This design comes from an exercise in tuning for small area and a short achievable clock period on the open sky130 flow, not from production work. No activity file was given, so power comes from the tool's default toggle rates.

== red ==
==> flow/design.v <==
module scp_crc8_byte (
    input  wire [7:0] acc,
    input  wire [7:0] data,
    output reg  [7:0] next
);
    integer i;
    always @(*) begin
        next = acc ^ data;
        for (i = 0; i < 8; i = i + 1)
            next = next[0] ? ((next >> 1) ^ 8'h8C) : (next >> 1);
    end
endmodule
module scp_crc16_byte (
    input  wire [15:0] acc,
    input  wire [7:0]  data,
    output reg  [15:0] next
);
    integer i;
    always @(*) begin
        next = acc ^ {8'h00, data};
        for (i = 0; i < 8; i = i + 1)
            next = next[0] ? ((next >> 1) ^ 16'h8408) : (next >> 1);
    end
endmodule
module scp_rx #(
    parameter BUF_BYTES = 64
) (
    input  wire                   clk,
    input  wire                   rst,
    input  wire [7:0]             cfg_sof,
    input  wire                   cfg_dup_suppress,
    input  wire [15:0]            cfg_max_dlen,
    input  wire [7:0]             cfg_prev_seq_reset,
    input  wire [63:0]            cfg_sub_ids,
    input  wire [3:0]             cfg_sub_en,
    input  wire                   in_valid,
    input  wire [7:0]             in_byte,
    input  wire                   abort,
    output reg                    ev_valid,
    output reg  [2:0]             ev_code,
    output wire [15:0]            ev_cmd,
    output wire [15:0]            ev_dlen,
    output wire [8*BUF_BYTES-1:0] ev_payload
);
    localparam [2:0] EV_NONE = 3'd0, EV_BAD_SOF = 3'd1, EV_DLEN_OVERFLOW = 3'd2,
                     EV_CRC8_MISMATCH = 3'd3, EV_CRC16_MISMATCH = 3'd4,
                     EV_DUPLICATE = 3'd5, EV_UNKNOWN_CMD = 3'd6, EV_DISPATCH = 3'd7;
    reg st_sof, st_dlen0, st_dlen1, st_seq, st_crc8, st_cmd0, st_cmd1, st_data,
        st_c16a, st_c16b;
    reg [6:0]  rx_dlen;         
    reg        rx_dlen_big;     
    reg [7:0]  rx_prev_seq;
    reg        rx_abandon;
    reg [15:0] rx_cmd;
    reg        rx_sub;          
    reg        rx_c16_lo_ok;    
    reg [5:0]  rx_offset;       
    reg        rx_last;         
    reg [7:0]  rx_c8_acc;
    reg [15:0] rx_c16_acc;
    reg [7:0]  rx_buf [0:BUF_BYTES-1];
    assign ev_cmd  = rx_cmd;
    assign ev_dlen = {9'd0, rx_dlen};
    genvar g;
    generate
        for (g = 0; g < BUF_BYTES; g = g + 1) begin : g_payload
            assign ev_payload[8*g +: 8] = rx_buf[g];
        end
    endgenerate
    wire [7:0]  c8_fed;
    wire [15:0] c16_fed;
    scp_crc8_byte  u_c8  (.acc(st_sof ? 8'hFF : rx_c8_acc),     .data(in_byte), .next(c8_fed));
    scp_crc16_byte u_c16 (.acc(st_sof ? 16'hFFFF : rx_c16_acc), .data(in_byte), .next(c16_fed));
    wire take      = in_valid;
    wire is_sof    = (in_byte == cfg_sof);
    wire dlen_big  = rx_dlen_big || (in_byte != 8'd0);
    wire c8_ok     = (in_byte == rx_c8_acc);
    wire c16_ok    = rx_c16_lo_ok && (in_byte == rx_c16_acc[15:8]);
    reg subscribed;
    integer k;
    always @(*) begin
        subscribed = 1'b0;
        for (k = 0; k < 4; k = k + 1)
            if (cfg_sub_en[k] && cfg_sub_ids[16*k +: 16] == rx_cmd)
                subscribed = 1'b1;
    end
    wire [7:0] wr_col = st_data ? (8'd1 << rx_offset[2:0]) : 8'd0;
    wire [7:0] wr_row = 8'd1 << rx_offset[5:3];
    integer b;
    always @(posedge clk) begin
        for (b = 0; b < BUF_BYTES; b = b + 1)
            if (wr_row[b / 8] && wr_col[b % 8])
                rx_buf[b] <= in_byte;
    end
    always @(posedge clk) begin
        rx_sub <= subscribed;
        if (take) begin
            rx_c8_acc <= c8_fed;
            if (!(st_c16a || st_c16b))
                rx_c16_acc <= c16_fed;
        end
        if (take && st_dlen0) begin
            rx_dlen     <= in_byte[6:0];
            rx_dlen_big <= (in_byte > 8'd64) ||
                           (cfg_max_dlen[15:8] == 8'd0 && in_byte > cfg_max_dlen[7:0]);
        end
        if (take && st_seq)
            rx_abandon <= cfg_dup_suppress && (in_byte == rx_prev_seq);
        if (take && st_cmd0) rx_cmd[7:0]  <= in_byte;
        if (take && st_cmd1) rx_cmd[15:8] <= in_byte;
        if (take && st_c16a) rx_c16_lo_ok <= (in_byte == rx_c16_acc[7:0]);
        if (!st_data)
            rx_offset <= 6'd0;
        else if (take)
            rx_offset <= rx_offset + 6'd1;
        if (take && st_cmd1)
            rx_last <= (rx_dlen == 7'd1);
        else if (take && st_data)
            rx_last <= ({1'b0, rx_offset} + 7'd2 == rx_dlen);
        if (rst) begin
            rx_prev_seq <= cfg_prev_seq_reset;
        end else if (take && st_seq && cfg_dup_suppress) begin
            rx_prev_seq <= in_byte;
        end
        if (rst) begin
            {st_sof, st_dlen0, st_dlen1, st_seq, st_crc8, st_cmd0, st_cmd1, st_data,
             st_c16a, st_c16b} <= 10'b1000000000;
            ev_valid <= 1'b0;
        end else begin
            ev_valid <= take;
            if (abort) begin
                {st_sof, st_dlen0, st_dlen1, st_seq, st_crc8, st_cmd0, st_cmd1, st_data,
                 st_c16a, st_c16b} <= 10'b1000000000;
            end else if (take) begin
                st_sof   <= (st_sof && !is_sof) || (st_dlen1 && dlen_big) ||
                            (st_crc8 && !c8_ok) || st_c16b;
                st_dlen0 <= st_sof && is_sof;
                st_dlen1 <= st_dlen0;
                st_seq   <= st_dlen1 && !dlen_big;
                st_crc8  <= st_seq;
                st_cmd0  <= st_crc8 && c8_ok;
                st_cmd1  <= st_cmd0;
                st_data  <= (st_cmd1 && rx_dlen != 7'd0) || (st_data && !rx_last);
                st_c16a  <= (st_cmd1 && rx_dlen == 7'd0) || (st_data && rx_last);
                st_c16b  <= st_c16a;
            end
        end
        if (st_sof && !is_sof)
            ev_code <= EV_BAD_SOF;
        else if (st_dlen1 && dlen_big)
            ev_code <= EV_DLEN_OVERFLOW;
        else if (st_crc8 && !c8_ok)
            ev_code <= EV_CRC8_MISMATCH;
        else if (st_c16b)
            ev_code <= !c16_ok    ? EV_CRC16_MISMATCH :
                       rx_abandon ? EV_DUPLICATE :
                       !rx_sub    ? EV_UNKNOWN_CMD : EV_DISPATCH;
        else
            ev_code <= EV_NONE;
    end
endmodule
Settings: LEC_CHECK=0, CAP_MARGIN=20, CORE_MARGIN=2, CORE_UTILIZATION=60, CTS_CLUSTER_DIAMETER=60, CTS_CLUSTER_SIZE=25, SETUP_SLACK_MARGIN=2.7, SLEW_MARGIN=20; clock period 5.0 ns.
standard.sh (not shown) runs the stock make flow with config.mk's settings and CLKGATE_MAP_FILE= SYNTH_SCRIPT=/design/flow/synth_recipe.tcl, a recipe that flattens the netlist after the stock synthesis.
==> flow/flow/run.sh <==
#!/bin/bash
# The standard ORFS layout (the standard.sh), with the port buffers that
# global placement inserts made sky130_fd_sc_hd__buf_1 instead of the delay
# buffer buffer_ports picks by itself. Every input and output port still gets
# its buffer; nothing else in the flow changes.
set -euo pipefail
export BUFFER_PORTS_ARGS="-buffer_cell sky130_fd_sc_hd__buf_1"
bash standard.sh > orfs_make.log 2>&1
Modified inputs, blue compared to red
--- a/flow/design.v
+++ b/flow/design.v
@@ -83,9 +83,9 @@
         for (k = 0; k < 4; k = k + 1)
             if (cfg_sub_en[k] && cfg_sub_ids[16*k +: 16] == rx_cmd)
                 subscribed = 1'b1;
     end
-    wire [7:0] wr_col = st_data ? (8'd1 << rx_offset[2:0]) : 8'd0;
+    wire [7:0] wr_col = (take && st_data) ? (8'd1 << rx_offset[2:0]) : 8'd0;
     wire [7:0] wr_row = 8'd1 << rx_offset[5:3];
     integer b;
     always @(posedge clk) begin
         for (b = 0; b < BUF_BYTES; b = b + 1)
Notes after the runs:
For placed standard-cell area, red and blue come out practically identical.
Taking red as the reference, in blue share of the clock period used by the worst path after layout decreased 0.96 points, sequential share of layout area decreased 0.77 points, total power consumption of the routed design essentially unchanged, area of the die essentially unchanged, worst setup slack increased 0.048 ns.
blue vs red, critical path's slowest cell: nor2_2 vs nor2_1
Synthesized cell count for blue is lower than for red.
Relative to red, final worst hold slack has decreased by 0.0056 ns in blue.
red → blue: number of clock buffers inserted by TritonCTS increased by 1 relative to the old numbers; first-pass GRT wire length rose about 5.5%.
No functional check of the RTL was part of any run of this note.

* * *

RTL: the design.v shown in full above, as it stands there.
export LEC_CHECK = 0
export CAP_MARGIN = 20
export CORE_MARGIN = 2
export CORE_UTILIZATION = 60
export SETUP_SLACK_MARGIN = 2.7
export SLEW_MARGIN = 20
create_clock -name core_clock -period 5.0 [get_ports {clk}]
==> flow/flow/run.sh <==
#!/bin/bash
# The standard ORFS layout (the standard.sh), with the port buffers that
# global placement inserts made sky130_fd_sc_hd__buf_1 instead of the delay
# buffer buffer_ports picks by itself. Every input and output port still gets
# its buffer; nothing else in the flow changes.
set -euo pipefail
export BUFFER_PORTS_ARGS="-buffer_cell sky130_fd_sc_hd__buf_1"
export CTS_ARGS="-sink_clustering_enable -repair_clock_nets -dont_use_dummy_load -sink_clustering_size 30 -sink_clustering_max_diameter 80 -buf_list {sky130_fd_sc_hd__clkbuf_8 sky130_fd_sc_hd__clkbuf_16}"
bash standard.sh > orfs_make.log 2>&1
The starting point completed without violations.
Then changed:
--- a/flow/design.v
+++ b/flow/design.v
@@ -53,9 +53,13 @@
     reg        rx_abandon;
     reg [15:0] rx_cmd;
     reg        rx_sub;          
     reg        rx_c16_lo_ok;    
-    reg [5:0]  rx_offset;       
+    reg [7:0]  wr_byte;         
+    reg        wr_data;         
+    reg [7:0]  wr_row;          
+    reg [7:0]  wr_col;          
+    reg [6:0]  rx_rem;          
     reg        rx_last;         
     reg [7:0]  rx_c8_acc;
     reg [15:0] rx_c16_acc;
     reg [7:0]  rx_buf [0:BUF_BYTES-1];
@@ -83,15 +87,13 @@
         for (k = 0; k < 4; k = k + 1)
             if (cfg_sub_en[k] && cfg_sub_ids[16*k +: 16] == rx_cmd)
                 subscribed = 1'b1;
     end
-    wire [7:0] wr_col = st_data ? (8'd1 << rx_offset[2:0]) : 8'd0;
-    wire [7:0] wr_row = 8'd1 << rx_offset[5:3];
     integer b;
     always @(posedge clk) begin
         for (b = 0; b < BUF_BYTES; b = b + 1)
             if (wr_row[b / 8] && wr_col[b % 8])
-                rx_buf[b] <= in_byte;
+                rx_buf[b] <= wr_byte;
     end
     always @(posedge clk) begin
         rx_sub <= subscribed;
         if (take) begin
@@ -108,16 +110,25 @@
             rx_abandon <= cfg_dup_suppress && (in_byte == rx_prev_seq);
         if (take && st_cmd0) rx_cmd[7:0]  <= in_byte;
         if (take && st_cmd1) rx_cmd[15:8] <= in_byte;
         if (take && st_c16a) rx_c16_lo_ok <= (in_byte == rx_c16_acc[7:0]);
-        if (!st_data)
-            rx_offset <= 6'd0;
-        else if (take)
-            rx_offset <= rx_offset + 6'd1;
-        if (take && st_cmd1)
+        wr_byte <= in_byte;
+        wr_data <= take && st_data;
+        if (take && st_cmd1) begin
+            wr_row <= 8'd1;
+            wr_col <= 8'd1;
+        end else if (wr_data) begin
+            wr_col <= {wr_col[6:0], wr_col[7]};
+            if (wr_col[7])
+                wr_row <= {wr_row[6:0], 1'b0};
+        end
+        if (take && st_cmd1) begin
+            rx_rem  <= rx_dlen;
             rx_last <= (rx_dlen == 7'd1);
-        else if (take && st_data)
-            rx_last <= ({1'b0, rx_offset} + 7'd2 == rx_dlen);
+        end else if (take && st_data) begin
+            rx_rem  <= rx_rem - 7'd1;
+            rx_last <= (rx_rem == 7'd2);
+        end
         if (rst) begin
             rx_prev_seq <= cfg_prev_seq_reset;
         end else if (take && st_seq && cfg_dup_suppress) begin
             rx_prev_seq <= in_byte;
Cell area climbs by about 1.6%.
Final cell count rose by 1.3%.
Sequential share of layout area rises by 1.3 points.
Sequential power climbs by 9.8%.
Clock skew came out higher by 0.024 ns.
Setup slack is better by 0.16 ns.
Maximum frequency is higher by about 7%.
Die area rose by 2.6%.
Routed wire length goes down by about 3%.
Power goes up by 12%.
Synthesized area climbs by about 2.7%.
Combinational power came out higher by about 60%.
No functional check of the RTL was part of any run of this note.

re-timing with driven ports:
Ports are ideal in the flow. The routed layouts listed here were re-timed in OpenROAD. Step 1 sets driving cells, clkbuf_16 on the clock port and buf_2 on the other inputs (assumed; they add their load-dependent delay and slew). Step 2 moves the port delays by t, midway between the first and last clock arrival at a register: inputs arrive t later, outputs are due t later. That takes back most of the time a late clock gives input paths. a / b / c = no drivers / after step 1 / after step 2; a / b = the first two.
| run | t (ns) | setup slack, ns | hold WS [ns] |
|---|---|---|---|
| red | 0.595 | 2.580 / 2.580 / 2.241 | 0.469 / 0.469 / 0.469 |
| blue | 0.583 | 2.628 / 2.628 / 2.096 | 0.463 / 0.463 / 0.463 |
| the first run of note 2 | 0.615 | 2.578 / 2.578 / 2.233 | 0.474 / 0.474 / 0.474 |
| the second run of note 2 | 0.607 | 2.735 / 2.687 / 2.209 | 0.470 / 0.470 / 0.470 |
After both steps setup and hold are still met in every run listed. The setup slack of blue, which loses most, moves by 0.000 ns with the drivers and by -0.532 ns with both steps.
